Background: an optimization exercise with open tools, aiming at small area and few clock cycles. Do not read the settings as production practice.
Only simulation tests tie the RTL to the original design; equivalence was not proved.
The flow treats the clock pin as an ideal source, which a real chip does not have.
Power figures rest on the tool's default switching activity, not on a simulated workload.

==> inputs of willow <==
==> flow/design.v <==
module slmp_engine (
    input  wire        clk,
    input  wire        rst,
    input  wire        cmd_valid,
    output wire        cmd_ready,
    input  wire [7:0]  cmd_op,
    input  wire [7:0]  cmd_dev,
    input  wire [15:0] cmd_addr,
    input  wire [15:0] cmd_count,
    input  wire [15:0] cmd_plen,
    input  wire        in_valid,
    output wire        in_ready,
    input  wire [7:0]  in_data,
    input  wire        rx_valid,
    output wire        rx_ready,
    input  wire [7:0]  rx_data,
    input  wire [1:0]  rx_term,
    output wire        dout_valid,
    input  wire        dout_ready,
    output wire [7:0]  dout_data,
    output reg         done,
    output wire [3:0]  st_err,
    output wire [3:0]  st_sub,
    output wire [15:0] st_code,
    output wire [16:0] olen,
    output wire [15:0] res
);
    localparam [7:0] OP_DT_KIND   = 8'h10;
    localparam [7:0] OP_DT_CODE   = 8'h11;
    localparam [7:0] OP_DT_SUBCMD = 8'h12;
    localparam [7:0] OP_FE_READ   = 8'h20;
    localparam [7:0] OP_FE_WRITE  = 8'h21;
    localparam [7:0] OP_FE_SELF   = 8'h22;
    localparam [7:0] OP_RD_RECV   = 8'h30;
    localparam [3:0] E_OK        = 4'd0;
    localparam [3:0] E_TRANSPORT = 4'd3;
    localparam [3:0] E_MALFORMED = 4'd4;
    localparam [3:0] E_REMOTE    = 4'd5;
    localparam [3:0] E_UNKDEV    = 4'd10;
    localparam [3:0] E_ILLEGAL   = 4'd12;
    localparam [3:0] E_CAPACITY  = 4'd13;
    reg [1:0]  state;
    wire s_fe = state[0];
    wire s_rd = state[1];
    wire idle = !state[0] && !state[1];
    reg [4:0]  idx;
    reg        kwrite;      
    reg [3:0]  dev;         
    reg [16:0] rd;          
    reg [15:0] rs;          
    reg [15:0] rp;          
    reg        cy;          
    reg        nz;          
    reg [3:0]  err_q;
    reg [1:0]  sub_q;
    reg [16:0] val_q;       
    reg        lenv;        
    reg [3:0]  res_q;
    wire kself = dev[3] & dev[2];
    assign st_err  = err_q;
    assign st_sub  = {2'b00, sub_q};
    assign st_code = (err_q == E_REMOTE) ? val_q[15:0] : 16'd0;
    assign olen    = lenv ? val_q : 17'd0;
    assign res     = {8'h00, res_b};
    wire [7:0] tcode;
    assign tcode[7] = 1'b1;
    assign tcode[6] = 1'b0;
    assign tcode[5] = dev[3] | (dev[2] & dev[1]) | (dev[2] & dev[0]) | (dev[1] & dev[0]);
    assign tcode[4] = !(dev[0] & (dev[1] | dev[2] | dev[3]));
    assign tcode[3] = (!dev[3] & !dev[2] & !dev[1]) | (dev[0] & (dev[2] | dev[3]));
    assign tcode[2] = (!dev[3] & !dev[2] & !dev[1]) | (dev[2] & dev[1]);
    assign tcode[1] = dev[2] & dev[1] & dev[0];
    assign tcode[0] = dev[2] ? (dev[1] ~^ dev[0]) : (dev[0] & !dev[1]);
    wire tbit = !dev[3] & !(dev[2] & (dev[1] | dev[0]));
    wire [3:0] R = res_q;
    wire [7:0] res_b;
    assign res_b[7] = !(R[3] & R[2]);
    assign res_b[6] = 1'b0;
    assign res_b[5] = (R[3] & !R[2]) | (!R[3] & ((R[2] & R[1]) | (R[2] & R[0]) | (R[1] & R[0])));
    assign res_b[4] = (!R[0] & !(R[3] & R[2])) | (!R[3] & !R[2] & !R[1] & R[0]);
    assign res_b[3] = (!R[3] & !R[2] & !R[1]) | (R[0] & (R[2] ^ R[3]));
    assign res_b[2] = (!R[3] & !R[2] & !R[1]) | (!R[3] & R[2] & R[1]);
    assign res_b[1] = !R[3] & R[2] & R[1] & R[0];
    assign res_b[0] = (R[0] & !R[1] & !R[2]) | (R[2] & !R[1] & !R[0]) | (R[2] & R[1] & (R[0] ^ R[3]));
    wire dev_ok  = (cmd_dev < 8'd10);
    wire is_dt   = (cmd_op == OP_DT_KIND) || (cmd_op == OP_DT_CODE) ||
                   (cmd_op == OP_DT_SUBCMD);
    wire is_rd   = (cmd_op == OP_FE_READ);
    wire is_wr   = (cmd_op == OP_FE_WRITE);
    wire is_self = (cmd_op == OP_FE_SELF);
    wire is_recv = (cmd_op == OP_RD_RECV);
    wire cap_bad = (cmd_plen > 16'd65523);
    wire fe_go   = is_self || ((is_rd || is_wr) && dev_ok && !(is_wr && cap_bad));
    wire acc     = idle && cmd_valid;
    wire [15:0] rp_m1 = rp - 16'd1;
    wire        rp_hz = (rp[15:1] == 15'd0);
    wire        rp_z  = rp_hz && !rp[0];
    wire        rp_1  = rp_hz && rp[0];
    wire f_pay  = s_fe && (idx == 5'd0);
    wire f_hdr  = s_fe && !f_pay;
    wire lo     = !idx[0];
    wire [7:0] k8   = lo ? (idx[3] ? 8'd21 : 8'd12) : 8'd0;
    wire [8:0] s9   = {1'b0, rp[7:0]} + {1'b0, k8} + {8'd0, !lo && cy};
    wire       f_sum = (idx[4:1] == 4'b1001) || (idx[4:1] == 4'b1110);
    reg  [7:0] hbyte;
    always @(*) begin
        case (idle ? 5'd11 : idx)
            5'd11: hbyte = 8'h50;
            5'd14: hbyte = 8'hff;
            5'd15: hbyte = 8'hff;
            5'd16: hbyte = 8'h03;
            5'd18: hbyte = s9[7:0];
            5'd19: hbyte = s9[7:0];
            5'd22: hbyte = kself ? 8'h17 : 8'h01;
            5'd23: hbyte = kself ? 8'h16 : (kwrite ? 8'h14 : 8'h04);
            5'd24: hbyte = {7'd0, !kself && tbit};
            5'd26: hbyte = kself ? 8'h04 : rd[7:0];
            5'd27: hbyte = kself ? 8'h00 : rd[15:8];
            5'd28: hbyte = kself ? 8'hde : 8'h00;
            5'd29: hbyte = kself ? 8'had : tcode;
            5'd30: hbyte = kself ? 8'hbe : rs[7:0];
            5'd31: hbyte = kself ? 8'hef : rs[15:8];
            default: hbyte = 8'h00;
        endcase
    end
    wire r_st    = s_rd && (idx == 5'd31);
    wire r_body  = s_rd && !idx[4] && idx[3] && idx[2];    
    wire r_s0    = r_body && !idx[1] && !idx[0];           
    wire r_s1    = r_body && idx[0];                       
    wire r_pay   = r_body && idx[1] && !nz;                
    wire rx_need = s_rd && !(r_body && rp_z);
    assign cmd_ready  = idle;
    assign in_ready   = f_pay && dout_ready;
    assign dout_valid = (acc && fe_go) || f_hdr || (f_pay && in_valid) ||
                        (r_pay && rx_valid && !rp_z);
    assign dout_data  = f_pay ? in_data : s_rd ? rx_data : hbyte;
    assign rx_ready   = rx_need && (!r_pay || dout_ready);
    wire rx_take = rx_valid && rx_ready;
    wire rx_fail = rx_need && !rx_valid && (rx_term != 2'd0);
    wire f_step  = f_hdr && dout_ready;
    wire [15:0] stw  = {rx_data, rd[7:0]};
    wire        st_z = (stw == 16'd0);
    reg        fin;
    reg [3:0]  fin_err;
    reg [1:0]  fin_sub;
    reg        fin_len;
    always @(*) begin
        fin     = 1'b0;
        fin_err = E_OK;
        fin_sub = 2'd0;
        fin_len = 1'b0;
        if (idle) begin
            if (cmd_valid) begin
                if (is_dt) begin
                    fin = 1'b1;
                    fin_err = dev_ok ? E_OK : E_UNKDEV;
                end else if (is_rd || is_wr) begin
                    if (!dev_ok) begin
                        fin = 1'b1; fin_err = E_UNKDEV;
                    end else if (is_wr && cap_bad) begin
                        fin = 1'b1; fin_err = E_CAPACITY; fin_sub = 2'd2;
                    end
                end else if (!is_self && !is_recv) begin
                    fin = 1'b1; fin_err = E_ILLEGAL;
                end
            end
        end else if (s_fe) begin
            fin_len = 1'b1;
            if (dout_ready && ((idx == 5'd31 && rp_z) || (f_pay && in_valid && rp_1)))
                fin = 1'b1;
        end else begin
            if (r_st && rx_valid && rx_data != 8'hd0 && rx_data != 8'hd4) begin
                fin = 1'b1; fin_err = E_MALFORMED; fin_sub = 2'd1;
            end
            if (r_body) begin
                if (rp_z) begin
                    fin = 1'b1; fin_err = E_MALFORMED; fin_sub = 2'd2;
                end else if (rx_take && rp_1) begin
                    fin = 1'b1;
                    if (r_s0) begin
                        fin_err = E_MALFORMED; fin_sub = 2'd2;
                    end else begin
                        fin_len = r_s1 ? st_z : !nz;
                        fin_err = fin_len ? E_OK : E_REMOTE;
                    end
                end
            end
            if (rx_fail) begin
                fin = 1'b1;
                fin_err = E_TRANSPORT;
                fin_sub = rx_term;
            end
        end
    end
    always @(posedge clk) begin
        if (idle) begin
            rs     <= cmd_count;
            dev    <= is_self ? 4'd15 : cmd_dev[3:0];
            kwrite <= is_wr;
        end
        if (idle)
            idx <= is_recv ? 5'd31 : (dout_ready ? 5'd12 : 5'd11);
        else if (f_step)
            idx <= idx + 5'd1;
        else if (s_rd && rx_take) begin
            if (r_st && rx_data == 8'hd0) idx <= 5'd4;
            else if (!(r_body && idx[1])) idx <= idx + 5'd1;
        end
        if (idle)
            rp <= is_wr ? cmd_plen : 16'd0;
        else if (f_step && f_sum)
            rp <= {rp[7:0], rp[15:8]};
        else if ((f_pay && in_valid && dout_ready) || (r_body && rx_take))
            rp <= rp_m1;
        else if (s_rd && rx_take)
            rp <= {rx_data, rp[15:8]};
        if (f_step && lo) cy <= s9[8];
        if (idle)
            rd <= {1'b0, cmd_addr};
        else if (f_step && idx == 5'd28)
            rd[7:0] <= s9[7:0];
        else if (f_step && idx == 5'd29)
            rd[16:8] <= s9;
        else if (r_s0 && rx_take)
            rd[7:0] <= rx_data;
        else if (r_s1 && rx_take)
            rd <= st_z ? {1'b0, rp_m1} : {1'b0, stw};
        if (r_s1 && rx_take) nz <= !st_z;
        if (fin) begin
            val_q[7:0]  <= rd[7:0];
            val_q[15:8] <= (s_rd && idx[0]) ? rx_data : rd[15:8];
            val_q[16]   <= rd[16];
        end
        if (rst) begin
            state <= 2'b00;
            done  <= 1'b0;
            err_q <= E_OK;
            sub_q <= 2'd0;
            lenv  <= 1'b0;
            res_q <= 4'd15;
        end else begin
            done <= fin;
            if (fin) begin
                err_q <= fin_err;
                sub_q <= fin_sub;
                lenv  <= fin_len;
                state <= 2'b00;
            end else if (acc) begin
                state <= is_recv ? 2'b10 : 2'b01;
            end
            if (acc && is_dt && dev_ok)
                res_q <= (cmd_op == OP_DT_CODE) ? cmd_dev[3:0] : (cmd_dev < 8'd5) ? 4'd14 : 4'd15;
        end
    end
endmodule
==> flow/flow/run.sh <==
#!/bin/bash
# Layout flow: the standard ORFS flow (standard.sh) with extra make
# settings listed in flow/extra_args (one per line). Each tool's full
# output goes to a log of its own in this folder.
set -euo pipefail
here=$(pwd)
args=()
while IFS= read -r line; do
  [[ -z "$line" ]] && continue
  args+=("${line//@HERE@/$here}")
done < flow/extra_args
bash standard.sh "${args[@]}" finish > standard_run.log 2>&1
==> flow/flow/extra_args <==
BUFFER_PORTS_ARGS=-buffer_cell sky130_fd_sc_hd__buf_1
GPL_TIMING_DRIVEN=0
PRE_GLOBAL_PLACE_TCL=@HERE@/flow/rmbuf.tcl
==> flow/flow/rmbuf.tcl <==
remove_buffers
==> flow/standard.sh <==
#!/bin/bash
# synth_recipe.tcl (not shown) runs the flow's synth.tcl, then flattens the netlist and writes it again
# the make line also repeats each setting of config.mk as NAME=value (left out here)
make -C /OpenROAD-flow-scripts/flow DESIGN_CONFIG=/design/flow/config.mk WORK_HOME=/design/flow/orfs CLKGATE_MAP_FILE= SYNTH_SCRIPT=/design/flow/synth_recipe.tcl "${@:-finish}"
==> flow/config.mk <==
export PLATFORM = sky130hd
export DESIGN_NAME = slmp_engine
export DESIGN_NICKNAME = slmp_engine
export VERILOG_FILES = /design/flow/design.v
export SDC_FILE = /design/flow/constraint.sdc
export NUM_CORES = 4
export LEC_CHECK = 0
export CAP_MARGIN = 20
export CORE_MARGIN = 2
export CORE_UTILIZATION = 40
export CTS_BUF_LIST = sky130_fd_sc_hd__clkbuf_8
export CTS_CLUSTER_DIAMETER = 150
export CTS_CLUSTER_SIZE = 40
export SLEW_MARGIN = 20
==> flow/constraint.sdc <==
create_clock -name core_clock -period 5.0 [get_ports {clk}]
set_input_delay 1.0000 -clock core_clock [delete_from_list [all_inputs] [get_ports {clk}]]
set_output_delay 1.0000 -clock core_clock [all_outputs]
set_load 0.01 [all_outputs]
==> raven: changes against willow <==
--- a/flow/design.v
+++ b/flow/design.v
@@ -46,13 +46,11 @@
     reg [4:0]  idx;
-    reg        kwrite;      
     reg [3:0]  dev;         
     reg [16:0] rd;          
+    wire       kwrite = rd[16];
+    wire       nz     = rd[16];
     reg [15:0] rs;          
     reg [15:0] rp;          
-    reg        cy;          
-    reg        nz;          
     reg [3:0]  err_q;
-    reg [1:0]  sub_q;
-    reg [16:0] val_q;       
-    reg        lenv;        
+    reg [16:0] val_n;       
+    reg        xq;          
     reg [3:0]  res_q;
@@ -60,5 +58,9 @@
     assign st_err  = err_q;
-    assign st_sub  = {2'b00, sub_q};
-    assign st_code = (err_q == E_REMOTE) ? val_q[15:0] : 16'd0;
-    assign olen    = lenv ? val_q : 17'd0;
+    wire   is0  = !(err_q[3] | err_q[2] | err_q[1]);
+    wire   is34 = !err_q[3] & (err_q[1] | (err_q[2] & !err_q[0]));
+    wire   is13 = err_q[3] & err_q[0];
+    wire   lenv = is0 & xq;
+    assign st_sub  = {2'b00, (is34 & xq) | is13, is34 & !xq};
+    assign st_code = (err_q == E_REMOTE) ? ~val_n[15:0] : 16'd0;
+    assign olen    = lenv ? ~val_n : 17'd0;
     assign res     = {8'h00, res_b};
@@ -71,3 +73,3 @@
     assign tcode[2] = (!dev[3] & !dev[2] & !dev[1]) | (dev[2] & dev[1]);
-    assign tcode[1] = dev[2] & dev[1] & dev[0];
+    assign tcode[1] = !dev[3] & dev[2] & dev[1] & dev[0];
     assign tcode[0] = dev[2] ? (dev[1] ~^ dev[0]) : (dev[0] & !dev[1]);
@@ -101,4 +103,9 @@
     wire lo     = !idx[0];
+    wire [7:0] a8   = rp[7:0];
+    wire [7:0] plo  = rp[15:8];         
+    wire       cy   = (plo[7:5] == 3'b111) &&
+                      (idx[3] ? (plo[4] || (plo[3] && (plo[2] || (plo[1] && plo[0]))))
+                              : (plo[4] && (plo[3] || plo[2])));
     wire [7:0] k8   = lo ? (idx[3] ? 8'd21 : 8'd12) : 8'd0;
-    wire [8:0] s9   = {1'b0, rp[7:0]} + {1'b0, k8} + {8'd0, !lo && cy};
+    wire [8:0] s9   = {1'b0, a8} + {1'b0, k8} + {8'd0, !lo && cy};
     wire       f_sum = (idx[4:1] == 4'b1001) || (idx[4:1] == 4'b1110);
@@ -115,3 +122,3 @@
             5'd23: hbyte = kself ? 8'h16 : (kwrite ? 8'h14 : 8'h04);
-            5'd24: hbyte = {7'd0, !kself && tbit};
+            5'd24: hbyte = {7'd0, tbit};
             5'd26: hbyte = kself ? 8'h04 : rd[7:0];
@@ -119,3 +126,3 @@
             5'd28: hbyte = kself ? 8'hde : 8'h00;
-            5'd29: hbyte = kself ? 8'had : tcode;
+            5'd29: hbyte = tcode;            
             5'd30: hbyte = kself ? 8'hbe : rs[7:0];
@@ -198,3 +205,2 @@
             dev    <= is_self ? 4'd15 : cmd_dev[3:0];
-            kwrite <= is_wr;
         end
@@ -216,5 +222,4 @@
             rp <= {rx_data, rp[15:8]};
-        if (f_step && lo) cy <= s9[8];
         if (idle)
-            rd <= {1'b0, cmd_addr};
+            rd <= {is_wr, cmd_addr};
         else if (f_step && idx == 5'd28)
@@ -226,8 +231,7 @@
         else if (r_s1 && rx_take)
-            rd <= st_z ? {1'b0, rp_m1} : {1'b0, stw};
-        if (r_s1 && rx_take) nz <= !st_z;
+            rd <= st_z ? {1'b0, rp_m1} : {1'b1, stw};
         if (fin) begin
-            val_q[7:0]  <= rd[7:0];
-            val_q[15:8] <= (s_rd && idx[0]) ? rx_data : rd[15:8];
-            val_q[16]   <= rd[16];
+            val_n[7:0]  <= ~rd[7:0];
+            val_n[15:8] <= ~((s_rd && idx[0]) ? rx_data : rd[15:8]);
+            val_n[16]   <= ~rd[16];
         end
@@ -237,4 +241,3 @@
             err_q <= E_OK;
-            sub_q <= 2'd0;
-            lenv  <= 1'b0;
+            xq    <= 1'b0;
             res_q <= 4'd15;
@@ -244,4 +247,3 @@
                 err_q <= fin_err;
-                sub_q <= fin_sub;
-                lenv  <= fin_len;
+                xq    <= (fin_err == E_OK) ? fin_len : fin_sub[1];
                 state <= 2'b00;
==> flow/flow/run.sh (replaced) <==
#!/bin/bash
# Layout flow: the standard ORFS flow (standard.sh) with extra make
# settings listed in flow/extra_args (one per line), and the standard
# synthesis script run with an area-oriented ABC script (flow/my_synth.tcl.in).
# Each tool's full output goes to a log of its own in this folder.
set -euo pipefail
here=$(pwd)
sed "s|@HERE@|$here|g" flow/my_synth.tcl.in > my_synth.tcl
args=("SYNTH_SCRIPT=$here/my_synth.tcl")
while IFS= read -r line; do
  [[ -z "$line" ]] && continue
  args+=("${line//@HERE@/$here}")
done < flow/extra_args
bash standard.sh "${args[@]}" finish > standard_run.log 2>&1
==> flow/flow/abc_area.script (new file) <==
&get -n
&st
&deepsyn -T 60
&dch -f
&nf -R 1000 -p -F 8
&put
topo
stime -c
dnsize -c
--- a/flow/flow/extra_args
+++ b/flow/flow/extra_args
@@ -3 +3,4 @@
 PRE_GLOBAL_PLACE_TCL=@HERE@/flow/rmbuf.tcl
+POST_CTS_TCL=@HERE@/flow/recover.tcl
+CTS_ARGS=-sink_clustering_enable -repair_clock_nets -sink_clustering_size 40 -sink_clustering_max_diameter 150 -buf_list sky130_fd_sc_hd__clkbuf_8 -dont_use_dummy_load
+ADDER_MAP_FILE=
==> flow/flow/my_synth.tcl.in (new file) <==
# Synthesis: the standard synthesis script (synth_recipe.tcl) unchanged,
# except that ABC maps the logic with an area-oriented script
# (flow/abc_area.script) in place of ORFS's speed script. Registers are
# mapped before ABC runs, so they are the standard synthesis's.
proc abc {args} {
  set i [lsearch -exact $args -script]
  if {$i >= 0} { lset args [expr {$i + 1}] {@HERE@/flow/abc_area.script} }
  yosys abc {*}$args
}
source {@HERE@/synth_recipe.tcl}
==> flow/flow/recover.tcl (new file) <==
# area recovery after CTS: downsize gates off the critical paths, then
# repair any slew/cap the downsizing caused, and legalize again
estimate_parasitics -placement
repair_timing -recover_power 100 -verbose
repair_design -slew_margin 20 -cap_margin 20 -verbose
detailed_placement
check_placement -verbose
estimate_parasitics -placement
==> tundra: changes against willow <==
==> flow/flow/run.sh (replaced) <==
#!/bin/bash
# Layout flow: the standard ORFS flow (standard.sh) with extra make
# settings listed in flow/extra_args (one per line), and the standard
# synthesis script run with an area-oriented ABC script (flow/my_synth.tcl.in).
# Each tool's full output goes to a log of its own in this folder.
set -euo pipefail
here=$(pwd)
sed "s|@HERE@|$here|g" flow/my_synth.tcl.in > my_synth.tcl
args=("SYNTH_SCRIPT=$here/my_synth.tcl")
while IFS= read -r line; do
  [[ -z "$line" ]] && continue
  args+=("${line//@HERE@/$here}")
done < flow/extra_args
bash standard.sh "${args[@]}" finish > standard_run.log 2>&1
==> flow/flow/abc_area.script (new file) <==
&get -n
&st
&deepsyn -T 60
&dch -f
&nf -R 1000 -p -F 8
&put
topo
stime -c
dnsize -c
--- a/flow/flow/extra_args
+++ b/flow/flow/extra_args
@@ -3 +3,3 @@
 PRE_GLOBAL_PLACE_TCL=@HERE@/flow/rmbuf.tcl
+POST_CTS_TCL=@HERE@/flow/recover.tcl
+CTS_ARGS=-sink_clustering_enable -repair_clock_nets -sink_clustering_size 40 -sink_clustering_max_diameter 150 -buf_list sky130_fd_sc_hd__clkbuf_8 -dont_use_dummy_load
==> flow/flow/my_synth.tcl.in (new file) <==
# Synthesis: the standard synthesis script (synth_recipe.tcl) unchanged,
# except that ABC maps the logic with an area-oriented script
# (flow/abc_area.script) in place of ORFS's speed script. Registers are
# mapped before ABC runs, so they are the standard synthesis's.
proc abc {args} {
  set i [lsearch -exact $args -script]
  if {$i >= 0} { lset args [expr {$i + 1}] {@HERE@/flow/abc_area.script} }
  yosys abc {*}$args
}
source {@HERE@/synth_recipe.tcl}
==> flow/flow/recover.tcl (new file) <==
# area recovery after CTS: downsize gates off the critical paths, then
# repair any slew/cap the downsizing caused, and legalize again
estimate_parasitics -placement
repair_timing -recover_power 100 -verbose
repair_design -slew_margin 20 -cap_margin 20 -verbose
detailed_placement
check_placement -verbose
estimate_parasitics -placement
==> results.txt <==
quantity	tundra	raven	willow
Run status	no timing/DRC/antenna violations	no timing/DRC/antenna violations	no timing/DRC/antenna violations
Final estimated routing congestion in global placement	0.925	1.01	0.961
Total sequential power	878 uW	920 uW	992 uW
Number of register bits inferred by synthesis	92	87	92
Share of cell area taken by flip-flops and latches	0.394	0.390	0.350
Placement Cell Area	6480 um^2	6100 um^2	7240 um^2
Clock sink total	92	87	92
Met3 layer wire length in the routed design	1630 um	1770 um	2080 um
Portion of total power attributed to sequential cells	0.623	0.565	0.517
Fraction of layout instances using a drive strength above 1	0.0209	0.0546	0.0543
Delay of the slowest cell on the worst path	0.64 ns	0.42 ns	0.67 ns
XOR/XNOR Fraction of Synth Area	0.0291	0.0295	0.0293
Util after Layout	0.476	0.487	0.467
Testbench counts of willow, summed over its fixed seeds: cycles 92,211.
Testbench counts of raven, summed over its fixed seeds: cycles 92,211.
Testbench counts of tundra, summed over its fixed seeds: cycles 92,211.

static timing again, ports no longer ideal:
How much do the figures lean on ideal ports? The routed layouts below were timed once more, with nothing changed but the port constraints. Step 1 sets driving cells, clkbuf_16 on the clock port and buf_2 on the other inputs (assumed; they add their load-dependent delay and slew). Step 2 moves the port delays by t, midway between the first and last clock arrival at a register: inputs arrive t later, outputs are due t later. That takes back most of the time a late clock gives input paths. a / b / c = ideal / step 1 / step 2; a / b = the first two.
run	t, ns	setup WS [ns]	worst setup path after step 2	clock arrival spread, ns
willow	0.421	0.323 / 0.288 / 0.709	register to output	0.011 / 0.012
raven	0.407	0.193 / 0.160 / 0.232	register to register	0.019 / 0.019
tundra	0.412	0.266 / 0.233 / 0.457	register to register	0.018 / 0.018
After both steps setup and hold are still met in every run listed.
